This is an optimization exercise on Yosys and OpenROAD, whose aim is small area, not a production implementation.
At most, simulation tests tie the RTL to the original design; equivalence was not proved.
No activity file was given, so power comes from the tool's default toggle rates.

Setup of exp/juniper:
Design ir_pulse_encoder, start of the top module:
module ir_pulse_encoder (
    input  wire        clk,
    input  wire        rst,           
    input  wire        cmd_valid,
    output wire        cmd_ready,
    input  wire [31:0] cmd_data,
    output wire        rsp_valid,
    output wire [2:0]  rsp_code,
    output wire        pay_req,
    output wire [15:0] pay_addr,
    input  wire        pay_ack,
    input  wire [7:0]  pay_data,
    output wire        drv_valid,
    output wire [31:0] drv_q0,
    output wire [31:0] drv_q1,
    output wire [31:0] drv_q2,
    input  wire        drv_done,
    input  wire        drv_fault
);
For scale: ~730 cells after synthesis, about 290 flip-flops, ~170 I/O pins, ~0.0089 mm² of cells after synthesis.
clock: 5.0 ns
lec_check: 0
cap_margin: 20
core_margin: 2
core_utilization: 40
place_density: 0.6
slew_margin: 20
standard.sh (not shown) runs the stock make flow with config.mk's settings and CLKGATE_MAP_FILE= SYNTH_SCRIPT=/design/flow/synth_recipe.tcl, a recipe that flattens the netlist after the stock synthesis.
==> flow/flow/run.sh <==
#!/bin/bash
# Own layout flow: the standard ORFS flow (standard.sh: unchanged
# synthesis, floorplan, power grid, placement and routing) with these knobs:
#  - the port buffers are the smallest buffer, sky130_fd_sc_hd__buf_1;
#  - constant outputs share one tie cell (no tie fanout repair);
#  - the clock tree uses one clock buffer type on clusters of flip-flops and
#    no dummy loads;
# The make output goes to standard_flow.log; each ORFS step keeps its own
# log under orfs/logs/.
set -euo pipefail
CTS="-sink_clustering_enable -repair_clock_nets -dont_use_dummy_load"
CTS="$CTS -buf_list sky130_fd_sc_hd__clkbuf_8"
CTS="$CTS -sink_clustering_size 22 -sink_clustering_max_diameter 60"
bash standard.sh "BUFFER_PORTS_ARGS=-buffer_cell sky130_fd_sc_hd__buf_1" \
    "SKIP_REPAIR_TIE_FANOUT=1" \
    "CTS_ARGS=$CTS" finish > standard_flow.log 2>&1
exp/juniper completed; timing, DRC and antenna clean
Modified inputs, exp/willow compared to exp/juniper
--- a/flow/flow/run.sh
+++ b/flow/flow/run.sh
@@ -11,4 +11,4 @@
 CTS="-sink_clustering_enable -repair_clock_nets -dont_use_dummy_load"
-CTS="$CTS -buf_list sky130_fd_sc_hd__clkbuf_8"
-CTS="$CTS -sink_clustering_size 22 -sink_clustering_max_diameter 60"
+CTS="$CTS -buf_list sky130_fd_sc_hd__clkbuf_4"
+CTS="$CTS -sink_clustering_size 12 -sink_clustering_max_diameter 40"
 bash standard.sh "BUFFER_PORTS_ARGS=-buffer_cell sky130_fd_sc_hd__buf_1" \
--- outcome ---
When exp/willow is measured against exp/juniper, its fraction of power spent switching nets turns out 0.34 points higher.
Between exp/willow and exp/juniper, the difference in area of all placed cells without fillers is negligible.
Worst stage delay on the critical path delta (exp/juniper -> exp/willow): insignificant
Going from exp/juniper to exp/willow, worst-margin pin slew about even; routed wire length rose 1.1%; signed area change from the synthesized netlist to the final layout rose 0.28 points.
The higher total routing resource utilization after global routing of exp/willow and exp/juniper is in exp/willow.
Total of clock buffers placed in the layout (higher): exp/willow
exp/willow against exp/juniper: detailed route wirelength on metal2 saw an increase; total power increased by about 0.7% relative to the old numbers.
diff inputs: exp/willow => exp/indigo
--- a/flow/flow/run.sh
+++ b/flow/flow/run.sh
@@ -6,3 +6,3 @@
 #  - the clock tree uses one clock buffer type on clusters of flip-flops and
-#    no dummy loads;
+#    no dummy loads.
 # The make output goes to standard_flow.log; each ORFS step keeps its own
@@ -12,3 +12,3 @@
 CTS="$CTS -buf_list sky130_fd_sc_hd__clkbuf_4"
-CTS="$CTS -sink_clustering_size 12 -sink_clustering_max_diameter 40"
+CTS="$CTS -sink_clustering_size 10 -sink_clustering_max_diameter 35"
 bash standard.sh "BUFFER_PORTS_ARGS=-buffer_cell sky130_fd_sc_hd__buf_1" \
- exp/indigo and exp/willow all finish clean.
- exp/indigo against exp/willow: internal power contribution +about 1.2%, combinational cell fraction of total power -0.2 points, routed wire length per instance -about 0.6%, overall power after layout +0.047 mW.
- Compared to exp/willow, exp/indigo leaves less free space in the core.
- From exp/willow to exp/indigo the numbers moved as follows: sequential share of layout area shows a reduction of 0.23 points, worst hold slack shows an increase of 3.3 ps, maximum frequency shows an increase of 0.00097 GHz, clock power shows an increase of about 5%.
Edits applied to the flow inputs when going from exp/indigo to exp/zinc:
- PLACE_DENSITY changed from 0.6 to 0.75
- CORE_UTILIZATION changed from 40 to 65
Findings:
Delta (exp/zinc minus exp/indigo): fmax went up 4.1%; number of core rows went down 12; final-stage net count held.
Of exp/zinc and exp/indigo, the run reporting the higher worst-case setup margin in the final layout was exp/zinc.
Sequential power: exp/zinc and exp/indigo compared, lower one is exp/indigo
Compared with exp/indigo, exp/zinc shows a lower arrival time at the worst endpoint.
Each of the runs, namely exp/zinc and exp/indigo, reached the end of the flow and came out clean.

the baseline:
ir_pulse_encoder, a different RTL version from the one above (not shown whole).
Size: roughly 740 cells after synthesis, ~290 flip-flops, about 9000 µm² of cells after synthesis.
Settings: LEC_CHECK=0, CAP_MARGIN=20, CORE_MARGIN=2, CORE_UTILIZATION=40, PLACE_DENSITY=0.6, SLEW_MARGIN=20; clock period 5.0 ns.
==> flow/flow/run.sh <==
#!/bin/bash
# Own layout flow: the standard ORFS flow (standard.sh: unchanged
# synthesis, floorplan, power grid, placement and routing) with these knobs:
#  - the port buffers are the smallest buffer, sky130_fd_sc_hd__buf_1;
#  - constant outputs share one tie cell (no tie fanout repair);
#  - the clock tree uses one clock buffer type on clusters of flip-flops and
#    no dummy loads;
# The make output goes to standard_flow.log; each ORFS step keeps its own
# log under orfs/logs/.
set -euo pipefail
CTS="-sink_clustering_enable -repair_clock_nets -dont_use_dummy_load"
CTS="$CTS -buf_list sky130_fd_sc_hd__clkbuf_8"
CTS="$CTS -sink_clustering_size 20 -sink_clustering_max_diameter 50"
bash standard.sh "BUFFER_PORTS_ARGS=-buffer_cell sky130_fd_sc_hd__buf_1" \
    "SKIP_REPAIR_TIE_FANOUT=1" \
    "CTS_ARGS=$CTS" finish > standard_flow.log 2>&1
Per the final summary, the baseline finished and its layout is clean on timing, DRC and antenna.
For the candidate, these inputs were changed with respect to the baseline:
diff --git a/flow/flow/run.sh b/flow/flow/run.sh
--- a/flow/flow/run.sh
+++ b/flow/flow/run.sh
@@ -10,6 +10,6 @@
 set -euo pipefail
 CTS="-sink_clustering_enable -repair_clock_nets -dont_use_dummy_load"
-CTS="$CTS -buf_list sky130_fd_sc_hd__clkbuf_8"
-CTS="$CTS -sink_clustering_size 20 -sink_clustering_max_diameter 50"
+CTS="$CTS -buf_list sky130_fd_sc_hd__clkbuf_16"
+CTS="$CTS -sink_clustering_size 30 -sink_clustering_max_diameter 60"
 bash standard.sh "BUFFER_PORTS_ARGS=-buffer_cell sky130_fd_sc_hd__buf_1" \
     "SKIP_REPAIR_TIE_FANOUT=1" \
Notes after the runs:
Sort the candidate and the baseline by clock period minus final worst setup slack, descending, and the baseline comes first. The candidate reports a lower sequential share of layout area than the baseline does. Summary of the candidate over the baseline: area growth from synthesis to layout went up; via count went down; number of design-rule violations left by the first detailed-router iteration went down; post-layout net count went down. Compare the candidate and the baseline | wire length after detailed routing lower: the candidate.
No run of this note included a check of the RTL's function; only the layout flow was run.

what the ideal ports hide:
Ports are ideal in the flow. The routed layouts listed here were re-timed in OpenROAD.
Step 1: set_driving_cell puts a clkbuf_16 on clk and a buf_2 on each other input, an assumption about the parent block.
Step 2, shift: input delay + t, output delay - t, t = (earliest + latest rising clock arrival at the registers) / 2. This alone moves slack from input paths to output paths.
Three values: no drivers, after step 1, after step 2; two values: the first two.
| run | shift t [ns] | slack for setup (ns) | worst hold slack (ns) | slew at the worst register clock pin (ns) | worst slew at a driven data input, ns |
|---|---|---|---|---|---|
| exp/juniper | 0.546 | 1.224 / 1.183 / 1.730 | 0.307 / 0.307 / 0.307 | 0.12 / 0.12 | 0.04 |
| exp/willow | 0.631 | 1.146 / 1.107 / 1.738 | 0.277 / 0.277 / 0.277 | 0.12 / 0.12 | 0.05 |
| exp/indigo | 0.637 | 1.160 / 1.121 / 1.759 | 0.280 / 0.280 / 0.280 | 0.10 / 0.10 | 0.04 |
| exp/zinc | 0.635 | 1.311 / 1.274 / 1.757 | 0.299 / 0.299 / 0.299 | 0.11 / 0.11 | 0.04 |
| the baseline | 0.565 | 0.910 / 0.868 / 1.433 | 0.270 / 0.270 / 0.270 | 0.11 / 0.11 | 0.04 |
| the candidate | 0.526 | 0.943 / 0.897 / 1.422 | 0.296 / 0.296 / 0.296 | 0.10 / 0.10 | 0.04 |
After both steps every run listed still meets setup and hold.
